From an optimization exercise on the open Yosys and OpenROAD flow, aimed at small area, a short achievable clock period and few clock cycles per item; shortcuts taken in it are not production practice. Only simulation tests tie the RTL to the original design; equivalence was not proved.

== Q ==
==> flow/design.v (excerpt) <==
module sstv_tone_alu (
    input  wire        clk,
    input  wire        rst,
    input  wire        in_valid,
    output wire        in_ready,
    input  wire [1:0]  in_op,
    input  wire [31:0] in_a,
    input  wire [37:0] in_b,
    output wire        out_valid,
    input  wire        out_ready,
    output wire [31:0] out_res,
    output wire [37:0] out_n
);
    reg        v0;
    reg        pix0;        
    reg        scale0;      
    reg        sel_y, sel_ry, sel_by;    
    reg [31:0] a_q;
    reg [37:0] b_q;
    reg [3:0]  cnt;
    reg        acc_on;      
    reg        rdy_q;       
    reg [7:0]  bd;          
    reg        v1;
    reg        pix1;
    reg        scale1;
    reg        early1;      
    reg        blend1;
    reg [39:0] ns1;
    reg [39:0] nc1;
    reg [37:0] h1;
    reg        v2;
    reg        pix2;
    reg [37:0] n2;
    reg [38:0] m2;
    reg        v3;
    reg        pix3;
    reg        clamp3;
    reg [37:0] n3;
    reg [27:0] q3;
    reg [14:0] ml3;
    reg        vo;
    reg [31:0] res_o;
    reg [37:0] n_o;
    reg        vk;
    reg [31:0] res_k;
    reg [37:0] n_k;
    wire adv   = ~vk;
    wire last  = scale0 ? (cnt == 4'd3 | (cnt == 4'd2 & b_q[15:8] == 8'd0)) : (cnt == 4'd15);
    wire ld    = adv & rdy_q;        
    wire it    = adv & ~rdy_q;       
    wire vk_n   = (~vo | out_ready) ? 1'b0 : (adv & v3) ? 1'b1 : vk;
    wire v0_n   = ld ? in_valid : v0;
    wire pix0_n = ld ? in_pix : pix0;
    wire last_n = ld ? 1'b0 : it ? (scale0 ? (cnt == 4'd2 | (cnt == 4'd1 & b_q[23:16] == 8'd0)) : (cnt == 4'd14)) : last;
    wire rdy_n  = ~vk_n & (~v0_n | pix0_n | last_n);
    assign in_ready  = rdy_q;
    assign out_valid = vo;
    assign out_res   = res_o;
    assign out_n     = n_o;
    wire in_pix = ~(in_op[0] ^ in_op[1]);
    wire pixs = pix0;
  ...
Size: about 3700 cells after synthesis, about 150 I/O pins, roughly 42000 sq um of cells after synthesis.
clock: 18.0 ns
lec_check: 0
cap_margin: 20
core_margin: 2
core_utilization: 60
cts_buf_list: sky130_fd_sc_hd__clkbuf_4 sky130_fd_sc_hd__clkbuf_8
place_density: 0.75
slew_margin: 20
standard.sh (not shown) runs the stock make flow with config.mk's settings and CLKGATE_MAP_FILE= SYNTH_SCRIPT=/design/flow/synth_recipe.tcl, a recipe that flattens the netlist after the stock synthesis.
==> flow/flow/run.sh <==
#!/bin/bash
# Standard layout, with three changes:
# - between synthesis and floorplan, flow/fapol.py picks the polarity of each
#   full-adder cell so that fewer inverters sit between full adders (a full
#   adder is self-dual); registers and every other cell are left as the
#   standard synthesis made them;
# - timing repair aims for 12.2 ns of setup slack at the design's 18 ns clock
#   (the constraints themselves are unchanged);
# - the port buffers are plain buffers (sky130_fd_sc_hd__buf_1) instead of
#   delay buffers.
set -euo pipefail
R=orfs/results/${FLOW_PLATFORM}/sstv_tone_alu/base
bash standard.sh synth > synth.log 2>&1
cp "$R/1_2_yosys.v" "$R/1_2_yosys.std.v"
python3 flow/fapol.py "$R/1_2_yosys.std.v" "$R/1_2_yosys.v" > fapol.log 2>&1
rm -f "$R/1_synth.odb" "$R/1_synth.sdc"
export SETUP_SLACK_MARGIN=12.2
export BUFFER_PORTS_ARGS="-buffer_cell sky130_fd_sc_hd__buf_1"
bash standard.sh > layout.log 2>&1
Other scripts of this flow, unchanged in this note and not shown: flow/flow/fapol.py
Testbench counts of Q, summed over its fixed seeds: cycles 5,232, items 4,312.
Inputs modified between Q and R:
- a change of PLACE_DENSITY from 0.75 to 0.7
- a change of CORE_UTILIZATION from 60 to 55
-- flow/flow/run.sh --
<<< Q, line 7
# - timing repair aims for 12.2 ns of setup slack at the design's 18 ns clock
>>> R, line 7
# - timing repair aims for 12.5 ns of setup slack at the design's 18 ns clock
<<< Q, line 17
export SETUP_SLACK_MARGIN=12.2
>>> R, line 17
export SETUP_SLACK_MARGIN=12.5
- On number of vias after detailed routing: R sits below Q.
- Core util | R vs Q | R lower
- Timing, DRC, antenna: 0 failures across Q and R
- Taking Q as the reference point, the highest net fanout along the worst path of R rises by 37.

== rev 12 ==
sstv_tone_alu again, from the RTL that the note above started with.
clock: 18.0 ns
lec_check: 0
cap_margin: 20
core_margin: 2
core_utilization: 60
cts_buf_list: sky130_fd_sc_hd__clkbuf_4 sky130_fd_sc_hd__clkbuf_8
place_density: 0.75
slew_margin: 20
==> flow/flow/run.sh <==
#!/bin/bash
# Standard layout, with three changes:
# - between synthesis and floorplan, flow/fapol.py picks the polarity of each
#   full-adder cell so that fewer inverters sit between full adders (a full
#   adder is self-dual); registers and every other cell are left as the
#   standard synthesis made them;
# - timing repair aims for 12.8 ns of setup slack at the design's 18 ns clock
#   (the constraints themselves are unchanged);
# - the port buffers are plain buffers (sky130_fd_sc_hd__buf_1) instead of
#   delay buffers.
set -euo pipefail
R=orfs/results/${FLOW_PLATFORM}/sstv_tone_alu/base
bash standard.sh synth > synth.log 2>&1
cp "$R/1_2_yosys.v" "$R/1_2_yosys.std.v"
python3 flow/fapol.py "$R/1_2_yosys.std.v" "$R/1_2_yosys.v" > fapol.log 2>&1
rm -f "$R/1_synth.odb" "$R/1_synth.sdc"
export SETUP_SLACK_MARGIN=12.8
export BUFFER_PORTS_ARGS="-buffer_cell sky130_fd_sc_hd__buf_1"
bash standard.sh > layout.log 2>&1
Other scripts of this flow, unchanged in this note and not shown: flow/flow/fapol.py
Testbench counts of rev 12, summed over its fixed seeds: cycles 5,232, items 4,312.
Input changes introduced in rev 13 (baseline for comparison: rev 12):
--- a/flow/config.mk
+++ b/flow/config.mk
@@ -9,5 +9,5 @@
 export CORE_MARGIN = 2
-export CORE_UTILIZATION = 60
+export CORE_UTILIZATION = 55
 export CTS_BUF_LIST = sky130_fd_sc_hd__clkbuf_4 sky130_fd_sc_hd__clkbuf_8
-export PLACE_DENSITY = 0.75
+export PLACE_DENSITY = 0.7
 export SLEW_MARGIN = 20
Notes after the runs:
Taking rev 12 as the reference point, the layout overhead on the synthesized area of rev 13 rises by 0.78 points.
Between rev 12 and rev 13, the routability-driven placement congestion ratio figures differ only marginally.
Relative to rev 12, utilization decreased by 5.7 points in rev 13.

[afterwards: timing with drivers on the ports]
No port has a modelled driver above. Below, the same layouts with a new extraction and two added sets of constraints. Step 1 assumes that a clkbuf_16 drives the clock port and a buf_2 every other input. Step 2 moves the port delays by t, midway between the first and last clock arrival at a register: inputs arrive t later, outputs are due t later. That takes back most of the time a late clock gives input paths. Three values: ideal ports, drivers, drivers and shift; two values: the first two.
run | shift t [ns] | setup WS [ns] | worst register clock-pin slew, ns | worst data-port slew with drivers (ns)
Q | 0.783 | 12.376 / 12.376 / 12.376 | 0.07 / 0.07 | 0.16
R | 0.785 | 12.563 / 12.563 / 12.563 | 0.08 / 0.08 | 0.18
rev 12 | 0.760 | 12.551 / 12.551 / 12.551 | 0.07 / 0.07 | 0.15
rev 13 | 0.762 | 12.492 / 12.492 / 12.492 | 0.08 / 0.08 | 0.23
After both steps setup and hold are still met in every run listed.
